Context: an optimization exercise on an open-source flow, tuned for small area. The choices shown serve that exercise and are no tape-out recipe. No functional check of the RTL was part of any run shown here. Power is estimated from default activity; no workload was simulated.

**flow/constraint.sdc**
```tcl
create_clock -name core_clock -period 8.0 [get_ports {clk}]
set_input_delay 1.6000 -clock core_clock [delete_from_list [all_inputs] [get_ports {clk}]]
set_output_delay 1.6000 -clock core_clock [all_outputs]
set_load 0.01 [all_outputs]
```
**flow/design.v**
```verilog
module il_core (
    input  wire        clk,
    input  wire        rst,
    input  wire        start,
    input  wire [15:0] prog_len,
    output wire        busy,
    output wire [15:0] acc,
    output wire [15:0] last_line,
    output wire [4:0]  esp,
    output wire [4:0]  csp,
    output wire        prog_valid,
    output wire [15:0] prog_addr,
    input  wire        prog_ready,
    input  wire [15:0] prog_word,
    input  wire [15:0] prog_opr,
    output wire        mem_valid,
    output wire        mem_we,
    output wire [1:0]  mem_region,
    output wire [4:0]  mem_slot,
    output wire [15:0] mem_wdata,
    input  wire        mem_ready,
    input  wire [15:0] mem_rdata
);
    localparam [3:0] S_IDLE  = 4'd0,
                     S_FETCH = 4'd1,
                     S_OPEN  = 4'd2,
                     S_EPOP  = 4'd3,
                     S_MRD   = 4'd4,
                     S_WPREP = 4'd5,
                     S_MWR   = 4'd6,
                     S_ALU1  = 4'd7,
                     S_ALU2  = 4'd8,
                     S_MD    = 4'd9,
                     S_JMP   = 4'd10,
                     S_CPUSH = 4'd11,
                     S_CPOP  = 4'd12;
    localparam [3:0] C_LE = 4'd0, C_LT = 4'd1, C_STOR = 4'd2, C_LOAD = 4'd4,
                     C_AND = 4'd5, C_OR = 4'd6, C_XOR = 4'd7, C_ADD = 4'd8,
                     C_SUB = 4'd9, C_MUL = 4'd10, C_DIV = 4'd11, C_GT = 4'd12,
                     C_GE = 4'd13, C_EQ = 4'd14, C_NE = 4'd15;
    localparam EW = 21;    
    localparam CW = 16;    
    reg [3:0]  state;
    reg [15:0] line;
    reg [15:0] acc_r;
    reg [15:0] t1;         
    reg [15:0] t2;         
    reg        t2x;
    reg [4:0]  esp_r;      
    reg [15:0] edisc;      
    reg [4:0]  csp_r;
    reg [4:0]  ph;         
    reg [3:0]  code;
    reg        neg;
    reg        grp;
    reg [EW*20-1:0] ering;
    reg [CW*20-1:0] cring;
    wire [EW-1:0] etap = ering[EW*20-1 -: EW];
    wire [CW-1:0] ctap = cring[CW*20-1 -: CW];
    wire [3:0]  e_code = etap[20:17];
    wire        e_neg  = etap[16];
    wire [15:0] e_acc  = etap[15:0];
    wire [15:0] line_inc = line + 16'd1;
    wire        acc_nz   = |acc_r;
    wire [7:0] op_raw = prog_word[7:0];
    wire [7:0] op     = (op_raw > 8'd21) ? 8'd0 : op_raw;
    wire       fi     = prog_word[8];
    wire       fn     = prog_word[9];
    wire       fc     = prog_word[10];
    wire       fg     = prog_word[11];
    wire       cond   = acc_nz ^ fn;
    wire       gate   = !fc || cond;
    wire       is_bin = (op >= 8'd5) && (op <= 8'd17);
    wire [3:0] op_code = (op == 8'd1) ? C_LOAD : op[3:0];
    wire       ed_dn     = (state == S_FETCH);
    wire [15:0] ed_nx    = edisc + {{15{ed_dn}}, 1'b1};
    wire       ed_zero   = (edisc == 16'd0);
    wire       ed_sat    = &edisc;
    wire       esp_full  = (esp_r == 5'd20);
    wire       ph_e      = (ph == esp_r);
    wire       ph_c      = (ph == csp_r);
    wire [10:0] a_hi = t1[15:5];
    wire [4:0]  a_lo = t1[4:0];
    wire        lo_1_26  = (a_lo != 5'd0) && (a_lo <= 5'd26);
    wire        lo_ge17  = (a_lo >= 5'd17);
    wire        lo_le10  = (a_lo <= 5'd10);
    wire        r0  = (a_hi == 11'h000) && lo_1_26;
    wire        r3  = (a_hi == 11'h4E2) && lo_1_26;
    wire        r1  = ((a_hi == 11'h138) && lo_ge17) || ((a_hi == 11'h139) && lo_le10);
    wire        r2  = ((a_hi == 11'h3A9) && lo_ge17) || ((a_hi == 11'h3AA) && lo_le10);
    wire        dec_ok = r0 | r1 | r2 | r3;
    wire [1:0]  dec_rg = {r2 | r3, r1 | r3};
    wire [4:0]  lo_m1  = a_lo - 5'd1;
    wire [4:0]  dec_sl = {lo_m1[4] ^ (r1 | r2), lo_m1[3:0]};
    wire dec_bit = !dec_rg[1];
    wire        md_mul  = (code == C_MUL);
    wire        a_inv   = !((code == C_ADD) || md_mul);
    wire        negb    = neg & !grp;
    wire [15:0] yb      = t1 ^ {16{negb}};
    wire [15:0] y_g     = yb & {16{!md_mul || acc_r[15]}};
    wire [16:0] ax      = {t2x, t2};
    wire [16:0] ay      = a_inv ? {1'b1, ~y_g} : {1'b0, y_g};
    wire [17:0] sum     = {1'b0, ax} + {1'b0, ay} + {17'd0, a_inv};
    wire        ge      = sum[17];
    wire        eq      = (t2 == yb);
    reg [15:0] alu_y;
    always @(*) begin
        case (code)
            C_AND:  alu_y = t2 & yb;
            C_OR:   alu_y = t2 | yb;
            C_XOR:  alu_y = t2 ^ yb;
            C_ADD, C_SUB, C_MUL: alu_y = sum[15:0];
            C_DIV:  alu_y = t2 & yb;
            C_GT:   alu_y = {15'd0, ge & !eq};
            C_GE:   alu_y = {15'd0, ge};
            C_EQ:   alu_y = {15'd0, eq};
            C_NE:   alu_y = {15'd0, !eq};
            C_LE:   alu_y = {15'd0, !ge | eq};
            C_LT:   alu_y = {15'd0, !ge};
            default: alu_y = t1;    
        endcase
    end
    wire [15:0] div_r = (ge | md_mul) ? sum[15:0] : t2;
    wire [15:0] wfn = dec_bit ? {15'd0, acc_nz ^ neg} : (acc_r ^ {16{neg}});
    wire        rd_load = (code == C_LOAD);
    wire        i_load  = rd_load & neg & dec_ok;
    wire        i_bin   = 1'b0;
    wire [15:0] rdm     = !dec_ok ? 16'd0 : dec_bit ? {15'd0, mem_rdata[0]} : mem_rdata;
    wire        x_lo    = i_load | i_bin;
    wire        x_hi    = (i_load & !dec_bit) | i_bin;
    wire [15:0] rdv     = rdm ^ {{15{x_hi}}, x_lo};
    wire e_we = (state == S_OPEN) && !esp_full && ph_e;
    wire c_we = (state == S_CPUSH) && ph_c;
    always @(posedge clk) begin
        ering <= {ering[EW*19-1:0], e_we ? {code, neg, acc_r} : etap};
        cring <= {cring[CW*19-1:0], c_we ? line_inc : ctap};
    end
    always @(posedge clk) begin
        if (rst) begin
            state <= S_IDLE;
            acc_r <= 16'd0;
            esp_r <= 5'd0;
            edisc <= 16'd0;
            csp_r <= 5'd0;
            ph    <= 5'd0;
        end else begin
            ph <= (ph == 5'd19) ? 5'd0 : ph + 5'd1;
            case (state)
            S_IDLE: begin
                if (start) begin
                    line  <= 16'd0;
                    state <= S_FETCH;
                end
            end
            S_FETCH: begin
                if (line >= prog_len) begin
                    state <= S_IDLE;
                end else if (prog_ready) begin
                    t1   <= prog_opr;
                    code <= op_code;
                    neg  <= fn;
                    grp  <= fg;
                    line <= line_inc;
                    case (op)
                    8'd1: begin    
                        if (fg)      begin line <= line; state <= S_OPEN; end
                        else if (fi) begin line <= line; state <= S_ALU2; end
                        else         begin line <= line; state <= S_MRD; end
                    end
                    8'd2: begin    
                        line <= line;
                        state <= fg ? S_OPEN : S_WPREP;
                    end
                    8'd3, 8'd4: begin    
                        if (cond) begin
                            line  <= line;
                            t2    <= {15'd0, op == 8'd3};
                            state <= S_MWR;
                        end
                    end
                    8'd18: begin   
                        if (gate) begin line <= line; state <= S_JMP; end
                    end
                    8'd19: begin   
                        if (gate && csp_r != 5'd20) begin line <= line; state <= S_CPUSH; end
                    end
                    8'd20: begin   
                        if (gate) begin
                            if (csp_r != 5'd0) begin
                                line  <= line;
                                csp_r <= csp_r - 5'd1;
                                state <= S_CPOP;
                            end else begin
                                line <= 16'hFFFF;
                            end
                        end
                    end
                    8'd21: begin   
                        if (!ed_zero) begin
                            edisc <= ed_nx;
                        end else if (esp_r != 5'd0) begin
                            esp_r <= esp_r - 5'd1;
                            line  <= line;
                            state <= S_EPOP;
                        end
                    end
                    default: begin
                        if (is_bin) begin
                            line <= line;
                            if (!fi) state <= S_MRD;
                            else if (fg) state <= S_OPEN;
                            else state <= S_ALU1;
                        end
                    end
                    endcase
                end
            end
            S_OPEN: begin
                if (esp_full) begin
                    if (!ed_sat) edisc <= ed_nx;
                    line  <= line_inc;
                    state <= S_FETCH;
                end else if (ph_e) begin
                    esp_r <= esp_r + 5'd1;
                    acc_r <= t1;
                    line  <= line_inc;
                    state <= S_FETCH;
                end
            end
            S_EPOP: begin
                if (ph_e) begin
                    code <= e_code;
                    neg  <= e_neg;
                    grp  <= 1'b0;
                    t1   <= acc_r;
                    if (e_code == C_LOAD) begin
                        state <= S_MRD;
                    end else if (e_code == C_STOR) begin
                        acc_r <= e_acc;
                        state <= S_WPREP;
                    end else begin
                        acc_r <= e_acc;
                        state <= S_ALU1;
                    end
                end
            end
            S_MRD: begin
                if (!dec_ok || mem_ready) begin
                    t1 <= rdv;
                    if (rd_load) state <= S_ALU2;
                    else if (grp) state <= S_OPEN;
                    else state <= S_ALU1;
                end
            end
            S_WPREP: begin
                t2    <= wfn;
                state <= S_MWR;
            end
            S_MWR: begin
                if (!dec_ok || mem_ready) begin
                    line  <= line_inc;
                    state <= S_FETCH;
                end
            end
            S_ALU1: begin
                t2x <= 1'b0;
                if (code == C_MUL || code == C_DIV) begin
                    t2 <= 16'd0;
                    if (ph == 5'd19) state <= S_MD;
                end else begin
                    t2 <= acc_r;
                    state <= S_ALU2;
                end
            end
            S_ALU2: begin
                acc_r <= alu_y;
                line  <= line_inc;
                state <= S_FETCH;
            end
            S_MD: begin
                t2x   <= div_r[15];
                t2    <= {div_r[14:0], acc_r[15] & !md_mul};
                acc_r <= {acc_r[14:0], ge};
                if ((md_mul && ph == 5'd15) || (!md_mul && ph == 5'd0 && eq)) begin
                    acc_r <= alu_y;    
                    line  <= line_inc;
                    state <= S_FETCH;
                end else if (ph == 5'd16) begin
                    line  <= line_inc;
                    state <= S_FETCH;
                end
            end
            S_JMP: begin
                line  <= t1;
                state <= S_FETCH;
            end
            S_CPUSH: begin
                if (ph_c) begin
                    csp_r <= csp_r + 5'd1;
                    line  <= t1;
                    state <= S_FETCH;
                end
            end
            S_CPOP: begin
                if (ph_c) begin
                    line  <= ctap;
                    state <= S_FETCH;
                end
            end
            default: state <= S_IDLE;
            endcase
        end
    end
    assign busy       = (state != S_IDLE);
    assign acc        = acc_r;
    assign last_line  = line;
    assign esp        = esp_r;
    assign csp        = csp_r;
    assign prog_valid = (state == S_FETCH) && (line < prog_len);
    assign prog_addr  = line;
    assign mem_valid  = ((state == S_MRD) || (state == S_MWR)) && dec_ok;
    assign mem_we     = (state == S_MWR);
    assign mem_region = dec_rg;
    assign mem_slot   = dec_sl;
    assign mem_wdata  = t2;
endmodule
```
**flow/config.mk**
```make
export PLATFORM = sky130hd
export DESIGN_NAME = il_core
export DESIGN_NICKNAME = il_core
export VERILOG_FILES = /design/flow/design.v
export SDC_FILE = /design/flow/constraint.sdc
export NUM_CORES = 4
export LEC_CHECK = 0
export CAP_MARGIN = 20
export CORE_MARGIN = 2
export CORE_UTILIZATION = 40
export CTS_BUF_LIST = sky130_fd_sc_hd__clkbuf_4
export SLEW_MARGIN = 20
```
**flow/run.sh**
```bash
#!/bin/bash
# synth_recipe.tcl (not shown) runs the flow's synth.tcl, then flattens the netlist and writes it again
# the make line also repeats each setting of config.mk as NAME=value (left out here)
make -C /OpenROAD-flow-scripts/flow DESIGN_CONFIG=/design/flow/config.mk WORK_HOME=/design/flow/orfs CLKGATE_MAP_FILE= SYNTH_SCRIPT=/design/flow/synth_recipe.tcl finish
```
==> key figures, run 1 <==
Worst setup path
  – Source of the worst register-to-register timing path: neg
  – CP startpoint kind: primary input
  – Worst reg2reg endpoint: acc_r[9]
  – Crit path depth: 9
  – Top Family by Delay on Critical Path: buffers and inverters
  – Arr. time, crit path: 4110 ps
  – WP data required: 6400 ps
  – CP Launch Point: prog_len[11]
  – Critical path endpoint category: output pin
  – R2R setup slack: 2600 ps
  – Buffers & Inverters on Critical Path: 3
  – CP Max Fanout: 4
  – R2R cell count: 11
  – CP max stage delay: 580 ps
  – Crit-path cells: clkdlybuf4s50_1 > inv_1 > ha_1 > nand4_1 > nor2_1 > o211ai_1 > a32oi_1 > nor2_1 > clkdlybuf4s50_1
  – CP max stage cell: a32oi_1
  – Worst setup path class: primary input to output pin
  – Critical Path Sink: prog_valid

Clock network
  – Clock tree buffer depth: 3
  – Root Buffer: clkbuf_4
  – Clk sinks: approximately 850
  – TritonCTS clock tree: done
  – Worst-path clk slew: approximately 70 ps
  – Post-CTS Hold Buffers: 0
  – Post-CTS setup buffers: 0
  – CTS Buf Count: 197
  – # H-tree levels: 4
  – Worst-Skew Late Latency: 1060 ps
  – Post-CTS Resized: 0

Layout
  – Most frequent cells in the layout: dfxtp_1, clkbuf_4, nand2_1, clkdlybuf4s50_1, nor2_1
  – Final nets: 2590
  – Most common cell after layout, fill and taps aside: dfxtp_1
  – Area grow syn2layout: 19.2%
  – Final Non-Filler Cells: about 3400
  – Layout cells sized above 1: 15.2%
  – Fillers: 5917
  – Final Core Density: between 40% and 50%

Min path
  – Worst Hold Class: register to register

Timing
  – Slew Limit Fails: 0
  – Fmax: 175 MHz
  – Final setup vio count: 0
  – Crit share post-route: between 70% and 80%
  – Slew at the pin with the worst max-slew slack: 1100 ps
  – Final Hold Violating Endpoints: 0
  – Max Clock Skew: roughly 100 ps
  – Final min period: 5710 ps
  – RSZ-0062 raised after global routing: no
  – Slew headroom: 26.5%
  – Final worst setup slack: 2290 ps
  – Setup TNS: 0 ps

Drt
  – Routed vias: roughly 17000
  – Wirelength per Cell: 18.2 um
  – Vias per cell: 4.95
  – ANT nets after route: 0
  – Final wirelength: 62.7 mm
  – DRC Markers: 0
  – TritonRoute pass-1 iters: 8
  – Starting DRT DRC Count: 1156

Placed design
  – Worst slack at placement: 2250 ps
  – Port bufs: 149
  – Inst Count DP: 3081
  – Routability cong.: 0.896
  – Hpwl dp: ~43 mm

Logic synthesis
  – Synth Register Bits: 846
  – Syn avg cell area: roughly 12 um2
  – Mapped Area: 25900 um2
  – Yosys warnings: 1
  – Register area share after synthesis: 67.5%
  – Mapped Nets: ~2300
  – Synth unique cells: between 70 and 80
  – Post-synthesis cell count: about 2200
  – EDFF count, synth: 55
  – Top FF cell, synth: dfxtp_1
  – Asr flop ratio synth: 0%

Power
  – Max rail drop VDD: 0.000155 V
  – Pwr Total: 9850 uW
  – Cell leakage power: 0.0124 uW
  – PwrDens: ~320 nW/um2

Floorplanning
  – Initial Util: about two fifths
  – Core Area: 64200 um2
  – Die Y: 259 um
  – I/O pin cnt: 154
  – Chip Width: 259 um
  – Full die area: 66800 um2
  – Rows: 93

Global route
  – Total track usage: 18.9%
  – Largest net degree at the start of global routing: 46
  – Congestion Overflow GR: 0
  – Antenna violations before repair: 2
  – First-pass GRT wire length: between 90 and 100 mm
  – Vias in the first global route: 17000

Job
  – Max_cap viols: 0

Outcome
  – Status: timing/DRC/antenna clean
worst min-delay path by stage:
stage / from / end / slack, ps / cells after the start
6_report: ering[367] / ering[388] / 270 / 0
5_1_grt: ering[206] / ering[227] / 290 / 0
4_1_cts: cring[86] / cring[102] / 270 / 0
3_5_place_dp: cring[67] / cring[83] / 310 / 0
3_3_place_gp: ering[82] / ering[103] / 310 / 0
2_1_floorplan: cring[84] / cring[100] / 310 / 0
cell families (layout without fill, tap and decap cells):
family / Yosys count / count (layout) / synth area share, %
AO/OA/AOI/OAI: 401 / 401 / 10.4
XOR/XNOR: 117 / 117 / 4.03
flip-flops: 846 / 846 / 67.5
AND/OR/NAND/NOR: 462 / 462 / 8.28
multiplexers: 56 / 56 / 2.29
other: 0 / 6 / 0
buffers and inverters: 172 / 598 / 2.77
adder cells (fa/ha/maj): 96 / 96 / 4.75
layer usage:
metal	track usage [%]	routed length, um	vias to the layer above
met2	27.9	27700	655
li1	-	-	8138
met4	8.37	1530	0
met5	0	0	-
met1	25.6	28600	8117
met3	5.73	4840	104
flip-flops by register name, indices dropped and copies added, names as in the netlist:
register / count
t2x: 1
ph: 5
grp: 1
t1: 16
neg: 1
edisc: 16
t2: 16
line: 16
acc_r: 16
state: 4
csp_r: 5
code: 4
cring: 320
ering: 420
esp_r: 5
through the flow:
stage,hold slack [ps],area [um2]
final,274,30900
after global routing,292,30900
after CTS,269,30900
after detailed placement,312,28300
after global placement,310,28200
after floorplan,310,25900
worst register-to-register path: stages (launching register included):
cell	delay, ps
edfxtp_1	470
nor2b_2	430
buf_4	350
xnor2_1	300
ha_1	350
nor4_1	530
nand4_1	460
o41a_1	590
a21oi_1	850
and2_1	430
a22oi_1	220
o41ai_1	350
where the power goes:
group / internal (uW) / switching (uW) / leakage (uW)
sequential: 4480 / 268 / 0.00691
combinational: 712 / 989 / 0.00401
clock: 1760 / 1640 / 0.00153
area by class of cell:
class / instances / area (um2) / share of cell area [%]
clock inverters: 61 / 427 / 1.38
flip-flops and latches: 846 / 17500 / 56.6
multi-input cells: 1132 / 7770 / 25.2
clock buffers: 289 / 2170 / 7.03
inverters: 78 / 293 / 0.948
diodes: 6 / 15.0 / 0.0486
repair buffers: 170 / 1640 / 5.32
well taps: 855 / 1070 / 3.46
cell usage after synthesis (all sizes together), types with 6 or more instances:
cell / number / share of area, %
or2: 6 / 0.14
inv: 78 / 1.1
nand2: 156 / 2.3
a22oi: 32 / 0.93
nand4: 17 / 0.41
o221ai: 17 / 0.57
a222oi: 10 / 0.39
a211o: 6 / 0.20
and3: 12 / 0.29
mux2: 26 / 1.1
o21ai: 78 / 1.5
a211oi: 14 / 0.42
nor2b: 16 / 0.39
a21o: 12 / 0.35
xnor2: 76 / 2.6
nor4: 15 / 0.36
a221o: 10 / 0.39
nor3: 26 / 0.50
edfxtp: 55 / 6.4
nand2b: 15 / 0.36
mux2i: 30 / 1.2
o21a: 8 / 0.23
and2: 14 / 0.34
a21oi: 118 / 2.3
nand3: 29 / 0.56
ha: 92 / 4.4
nor2: 130 / 1.9
a221oi: 6 / 0.20
buf: 26 / 0.66
o211ai: 28 / 0.81
xor2: 41 / 1.4
or3: 9 / 0.22
o2111ai: 6 / 0.23
clkbuf: 68 / 0.99
a31oi: 9 / 0.22
dfxtp: 791 / 61
==> run 2: changes to the inputs <==
--- a/flow/config.mk
+++ b/flow/config.mk
@@ -8,5 +8,5 @@
 export CAP_MARGIN = 20
 export CORE_MARGIN = 2
-export CORE_UTILIZATION = 40
-export CTS_BUF_LIST = sky130_fd_sc_hd__clkbuf_4
+export CORE_UTILIZATION = 60
+export CTS_BUF_LIST = sky130_fd_sc_hd__clkbuf_2 sky130_fd_sc_hd__clkbuf_4
 export SLEW_MARGIN = 20
==> run 2 against run 1 <==
  * Register-to-register slack improved by 310 ps
  * First-iteration DRC count is 29% higher
  * Routed wire length decreased by 2.9%
  * Synthesized cell count unchanged
  * Worst hold slack better by 9.4 ps
  * Clock power fell by 3%
  * Global-route usage increased by 9.0 points
  * Area after synthesis did not move
  * Non-clock buffer count is the same
  * Setup slack got worse by 7.6 ps
  * Cell area fell by 1.6%
  * Critical path type unchanged
  * Largest cell class unchanged
  * Largest power group unchanged
==> key figures, run 2 <==
Outcome
  – Status: timing/DRC/antenna clean

Timing
  – Slew Limit Fails: 0
  – Slew headroom: 34.0%
  – Slew at the pin with the worst max-slew slack: between 900 and 1000 ps
  – RSZ-0062 raised after global routing: no
  – Max Clock Skew: 72.6 ps
  – Final min period: roughly 5700 ps
  – Setup TNS: 0 ps
  – Fmax: ~170 MHz
  – Crit share post-route: 71.5%
  – Final worst setup slack: 2280 ps
  – Final Hold Violating Endpoints: 0
  – Final setup vio count: 0

Worst setup path
  – CP Max Fanout: 4
  – Top Family by Delay on Critical Path: buffers and inverters
  – R2R cell count: 16
  – CP startpoint kind: primary input
  – Worst setup path class: primary input to output pin
  – Critical path endpoint category: output pin
  – R2R setup slack: between 2000 and 3000 ps
  – Worst reg2reg endpoint: t2[7]
  – WP data required: between 6000 and 7000 ps
  – Crit-path cells: clkdlybuf4s50_1 > inv_1 > ha_1 > nand2_1 > o211ai_1 > o211ai_1 > a32oi_1 > nor2_1 > clkdlybuf4s50_1
  – Buffers & Inverters on Critical Path: 3
  – CP max stage cell: a32oi_1
  – CP max stage delay: 600 ps
  – Arr. time, crit path: 4120 ps
  – Source of the worst register-to-register timing path: code[1]

Floorplanning
  – Rows: 76
  – Initial Util: between 60% and 70%
  – Die Y: 212 um
  – Chip Width: 212 um
  – I/O pin cnt: around 150
  – Full die area: roughly 45000 um2
  – Core Area: 42900 um2

Logic synthesis
  – Mapped Area: 25900 um2
  – Most numerous cell in the Yosys netlist: dfxtp_1
  – Syn avg cell area: 12.1 um2
  – Yosys warnings: 1
  – EDFF count, synth: 55
  – Leading area contributor after synthesis: dfxtp_1
  – Synth unique cells: 76
  – Asr flop ratio synth: 0%
  – Synth Register Bits: 846
  – Register area share after synthesis: 67.5%
  – Mapped Nets: roughly 2300
  – Synth cell count leaders: dfxtp_1, nand2_1, nor2_1, a21oi_1, ha_1
  – Top cells by area, synth: dfxtp_1, edfxtp_1, ha_1
  – Top FF cell, synth: dfxtp_1
  – Area share of the largest cell type after synthesis: 61.1%
  – Post-synthesis cell count: 2150

Clock network
  – Clock tree buffer depth: 3
  – Post-CTS setup buffers: 0
  – TritonCTS clock tree: done
  – Clk sinks: 846
  – Root Buffer: clkbuf_4
  – Worst-path clk slew: 70 ps
  – Post-CTS Hold Buffers: 0
  – Worst-Skew Late Latency: 1030 ps
  – Post-CTS Resized: 0
  – CTS Buf Count: 188
  – # H-tree levels: 4

Min path
  – Worst Hold Class: register to register
  – Hold wc startpoint: ering[287]
  – Hold-critical path endpoint: ering[308]
  – Hold path depth: 0

Layout
  – Most frequent cells in the layout: dfxtp_1, clkbuf_4, nand2_1, clkdlybuf4s50_1, nor2_1
  – Top reg by flops: ering
  – Area grow syn2layout: 17.3%
  – Max reg flops: 420
  – Most common cell after layout, fill and taps aside: dfxtp_1
  – Fillers: 3065
  – Layout cells sized above 1: 14.5%
  – Final nets: 2581
  – Final Core Density: between 70% and 80%
  – Top Registers: ering: 420 flops, cring: 320 flops

Drt
  – TritonRoute pass-1 iters: 9
  – Final wirelength: 60.9 mm
  – Vias per cell: 5.36
  – Wirelength per Cell: 19.3 um
  – Routed vias: 16900
  – Starting DRT DRC Count: 1486
  – DRC Markers: 0
  – ANT nets after route: 0

Global route
  – Largest net degree at the start of global routing: 47
  – Vias in the first global route: 17100
  – First-pass GRT wire length: around 94 mm
  – Total track usage: between 20 and 30%
  – Congestion Overflow GR: 0
  – Antenna violations before repair: 4

Placed design
  – Routability cong.: around 0.9
  – Port bufs: between 100 and 150
  – Hpwl dp: 40.7 mm
  – Worst slack at placement: ~2300 ps

Power
  – Max rail drop VDD: around 0.00024 V
  – PwrDens: 319 nW/um2
  – Cell leakage power: 0.0124 uW

Job
  – Max_cap viols: 0
-- run 2: changes by cell type in the layout (fill, tap and decap cells not counted), moves of 2 or more --
cell	delta
diode_2	-2
clkbuf_4	-11
clkinv_8	-3
clkinv_2	-5
clkinv_1	+7
inv_12	-4
inv_6	+2
-- run 2: area by class of cell --
| cell class | instances | area (um2) | area share (%) |
|---|---|---|---|
| flip-flops and latches | 846 | 17500 | 57.5 |
| multi-input cells | 1132 | 7770 | 25.6 |
| clock buffers | 278 | 2090 | 6.87 |
| repair buffers | 170 | 1650 | 5.43 |
| well taps | 585 | 732 | 2.41 |
| clock inverters | 59 | 363 | 1.19 |
| inverters | 78 | 293 | 0.963 |
| diodes | 4 | 10.0 | 0.0329 |
-- run 2: how the worst max path moves through the flow --
stage          depth (start not counted)  slack (ps)          from    endpoint
2_1_floorplan                         13        1700           neg     line[0]
3_3_place_gp                           9        2310   prog_len[2]  prog_valid
3_5_place_dp                           9        2270   prog_len[2]  prog_valid
4_1_cts                                9        2260  prog_len[11]  prog_valid
5_1_grt                                9        2070  prog_len[12]  prog_valid
6_report                               9        2280  prog_len[11]  prog_valid
-- run 2: metal layers --
layer,global-route usage [%],vias to the layer above,wire length (um),share of wire (%)
li1,-,8115,-,-
met1,35.1,8020,26000,43
met2,44.1,639,28600,47
met3,8.06,119,4070,6.7
met4,13.8,0,2210,3.6
met5,0,-,0,0
-- run 2: stage by stage --
stage | instance area, um2 | hold slack [ps] | total power (uW) | std cells
after floorplan | 25900 | 310 | 5830 | 2150
after global placement | 27900 | 309 | 6410 | 2811
after detailed placement | 27900 | 312 | 6460 | 2811
after CTS | 30400 | 285 | 9770 | 3148
after global routing | 30400 | 289 | 10200 | 3152
final | 30400 | 283 | 9690 | 3152
-- run 2: cell families after synthesis --
logic type	share of synthesized area, %
adder cells (fa/ha/maj)	4.75
flip-flops	67.5
AND/OR/NAND/NOR	8.28
multiplexers	2.29
XOR/XNOR	4.03
buffers and inverters	2.77
AO/OA/AOI/OAI	10.4
-- run 2: power breakdown --
| group | leakage [uW] | switching [uW] | internal (uW) |
|---|---|---|---|
| logic | 0.00401 | 975 | 713 |
| clock network | 0.00144 | 1590 | 1700 |
| registers | 0.00691 | 242 | 4480 |

-- static timing again, ports no longer ideal --
The results above use ideal ports. As a check the final layouts listed here were re-extracted and re-timed, cells and wires unchanged.
Step 1 (the two cells are an assumption about what drives the block):
set clk [get_ports {clk}]
set_driving_cell -lib_cell sky130_fd_sc_hd__clkbuf_16 $clk
set_driving_cell -lib_cell sky130_fd_sc_hd__buf_2 [delete_from_list [all_inputs] $clk]
Step 2 also shifts input and output timing later by t, the mid clock arrival at the registers, as if the neighbouring blocks saw the same clock.
Three values: no drivers, after step 1, after step 2; two values: the first two.
run | t (ns) | slack for setup (ns) | hold slack, ns
run 1 | 1.064 | 2.289 / 2.264 / 2.264 | 0.274 / 0.274 / 0.274
run 2 | 1.048 | 2.281 / 2.239 / 2.239 | 0.283 / 0.283 / 0.283
After both steps every run listed still meets setup and hold. For run 2, which loses most, drivers alone change the setup slack by -0.042 ns; drivers and shift together by -0.042 ns.
